From an optimization exercise on the open Yosys and OpenROAD flow, aimed at small area, a short achievable clock period and few clock cycles; shortcuts taken in it are not production practice.
In this exercise RTL edits were held to simulation tests only and were not proved equivalent to the original.

// sumedh_engine
module sumedh_engine (
    input  wire        clk,
    input  wire        rst,           
    output wire        mem_valid,
    output wire        mem_we,
    output wire [15:0] mem_addr,
    output wire [15:0] mem_wdata,
    input  wire        mem_ready,
    input  wire [15:0] mem_rdata,
    output wire        halted,
    output wire        fault_valid,
    output wire [2:0]  fault_cause,
    output wire [15:0] fault_addr,
    output wire [15:0] fault_word,
    output wire [15:0] fault_info,
    output wire [15:0] pc_out,
    output wire [3:0]  flags,         
    input  wire [2:0]  dbg_sel,
    output wire [15:0] dbg_data
);
    localparam [2:0] F_UNKNOWN_OP = 3'd1,
                     F_PROTECTED  = 3'd2,
                     F_STACK_OVF  = 3'd3,
                     F_STACK_UNF  = 3'd4,
                     F_DIV_ZERO   = 3'd5,
                     F_BAD_REG    = 3'd6;
    reg [15:0] x0, x1, x2, x3, x4, x5, x6, x7;
    reg [15:0] IR;        
    reg        iv;        
    reg [15:0] FA;        
    reg        dv;        
  ...
clock: 36.0 ns
lec_check: 0
abc_area: 1
cap_margin: 20
core_margin: 2
core_utilization: 40
slew_margin: 20
standard.sh (not shown) runs the stock make flow with config.mk's settings and CLKGATE_MAP_FILE= SYNTH_SCRIPT=/design/flow/synth_recipe.tcl, a recipe that flattens the netlist after the stock synthesis.
==> flow/flow/run.sh <==
#!/bin/bash
# The standard layout (the standard.sh, unchanged synthesis and steps),
# with the port buffers made from buf_2 cells instead of the default choice.
set -euo pipefail
export BUFFER_PORTS_ARGS="-buffer_cell sky130_fd_sc_hd__buf_2"
bash standard.sh > standard_flow.log 2>&1
The baseline completed without violations.
Testbench counts at the start, summed over its fixed seeds: cycles 108,425.
Change:
--- a/flow/design.v
+++ b/flow/design.v
@@ -18,22 +18,23 @@
     input  wire [2:0]  dbg_sel,
     output wire [15:0] dbg_data
 );
     localparam [2:0] F_UNKNOWN_OP = 3'd1,
                      F_PROTECTED  = 3'd2,
                      F_STACK_OVF  = 3'd3,
                      F_STACK_UNF  = 3'd4,
                      F_DIV_ZERO   = 3'd5,
                      F_BAD_REG    = 3'd6;
     reg [15:0] x0, x1, x2, x3, x4, x5, x6, x7;
     reg [15:0] IR;        
+    reg [2:0]  bi;        
     reg        iv;        
     reg [15:0] FA;        
     reg        dv;        
     reg        wbv;       
     reg        wb_pc;     
     reg [2:0]  wb_dst;    
     reg        hlt;
     reg        fz, fn, fc, fv;
     reg        flt;
     reg [2:0]  cause;
     reg [15:0] R;         
@@ -114,23 +115,23 @@
     wire is_alu  = (op == 4'h1) || (op == 4'h2) || (op == 4'h5) || (op == 4'h6) ||
                    (op == 4'h7) || (op == 4'h9);
     wire [1:0] smode  = IR[11:10];
     wire is_pop  = is_stk && (smode == 2'd1);
     wire is_push = is_stk && !smode[0];
     wire is_call = is_cr && !IR[11];
     wire is_ret  = is_cr && IR[11];
     wire stk_up  = is_pop || is_ret;            
     wire is_mem  = is_ldst || is_stk || is_cr;
     wire is_wr   = is_st || is_push || is_call;
     wire [2:0]  a_idx = rd;
-    wire [2:0]  b_idx = is_stk ? IR[3:1] : (is_sh ? IR[5:3] : rs);
+    wire [2:0]  b_idx = bi;
     reg  [15:0] a_val, b_reg, d_val;
     always @(*) begin
         case (dbg_sel)
             3'd0: d_val = x0;
             3'd1: d_val = x1;
             3'd2: d_val = x2;
             3'd3: d_val = x3;
             3'd4: d_val = x4;
             3'd5: d_val = x5;
             3'd6: d_val = x6;
             default: d_val = x7;
@@ -306,23 +307,23 @@
         case (W[11:9])
             3'd0: w_take = nz;
             3'd1: w_take = !nz;
             3'd2: w_take = !nn && !nz;
             3'd3: w_take = nn;
             3'd4: w_take = !nn || nz;
             3'd5: w_take = nn || nz;
             3'd6: w_take = 1'b1;
             default: w_take = 1'b0;
         endcase
     end
-    wire w_stale = e_mem && is_wr && (d_addr == P);
+    wire w_stale = e_mem && is_wr && (d_addr[5:0] == P[5:0]);
     wire w_go    = dv && e_done && !(e_mem && (is_cr || w_stale));
     wire ld_ir   = w_go && !w_br;
     wire br_take = w_go && w_br && w_take;
     wire w_lost  = dv && !e_done && !e_halt;
     wire        e_call  = e_memop && is_call;
     wire [15:0] br_base = e_call ? P : FA;
     wire [15:0] br_off  = e_call ? {{5{IR[10]}}, IR[10:0]} : {{7{W[8]}}, W[8:0]};
     wire [16:0] br_s    = add16(br_base, br_off, 1'b0);
     wire [15:0] br_tgt  = br_s[15:0];
     wire f_req = !hlt && !e_memop && !(wbv && wb_pc) && !(md_busy && cnt[3:1] != 3'd0);
     assign mem_valid = e_mem || f_req;
@@ -382,24 +383,26 @@
                 3'd3: x3 <= w_dat;
                 3'd4: x4 <= w_dat;
                 3'd5: x5 <= w_dat;
                 3'd6: x6 <= w_dat;
                 default: x7 <= w_dat;
             endcase
         end
     end
     always @(posedge clk) begin
         wb_pc  <= is_cr;
         wb_dst <= is_ld ? rd : IR[3:1];
-        if (ld_ir)
+        if (ld_ir) begin
             IR <= W;
+            bi <= (W[15:12] == 4'hC) ? W[3:1] : ((W[15:12] == 4'h8) ? W[5:3] : W[8:6]);
+        end
         if (e_halt)
             cause <= e_cause;
         if (!md_busy) begin
             md_div <= is_div;
             if (is_div) begin
                 R   <= rot & ~lm;                      
                 cnt <= a_msb - b_msb;
             end else begin
                 R   <= pp;                             
                 cnt <= mul_t - 4'd1;
             end
The changed run completed without violations.
Via count rises by about 0.8%.
Utilization is higher by 1.2 points.
Fmax goes up by about 0.9%.
Routed wire length grows by about 9%.
Clock skew came out lower by 0.0090 ns.
Testbench counts after the change, summed over its fixed seeds: cycles 108,623.

[afterwards: timing with drivers on the ports]
The results above use ideal ports. As a check the final layouts listed here were re-extracted and re-timed, cells and wires unchanged.
Step 1 sets driving cells, clkbuf_16 on the clock port and buf_2 on the other inputs (assumed; they add their load-dependent delay and slew).
Step 2 adds t to the input delays and takes it off the output delays; t is the mean of the earliest and latest rising clock arrival at the registers after step 1. Input paths then give back, and output paths get back, about the clock's delay inside the block.
Three values: ideal ports, drivers, drivers and shift; two values: the first two.
run | shift t [ns] | setup slack, ns | worst setup path after step 2
the first run | 0.576 | 19.619 / 19.596 / 19.596 | input to output
the second run | 0.661 | 19.765 / 19.742 / 19.742 | input to output
After both steps every run listed still meets setup and hold.
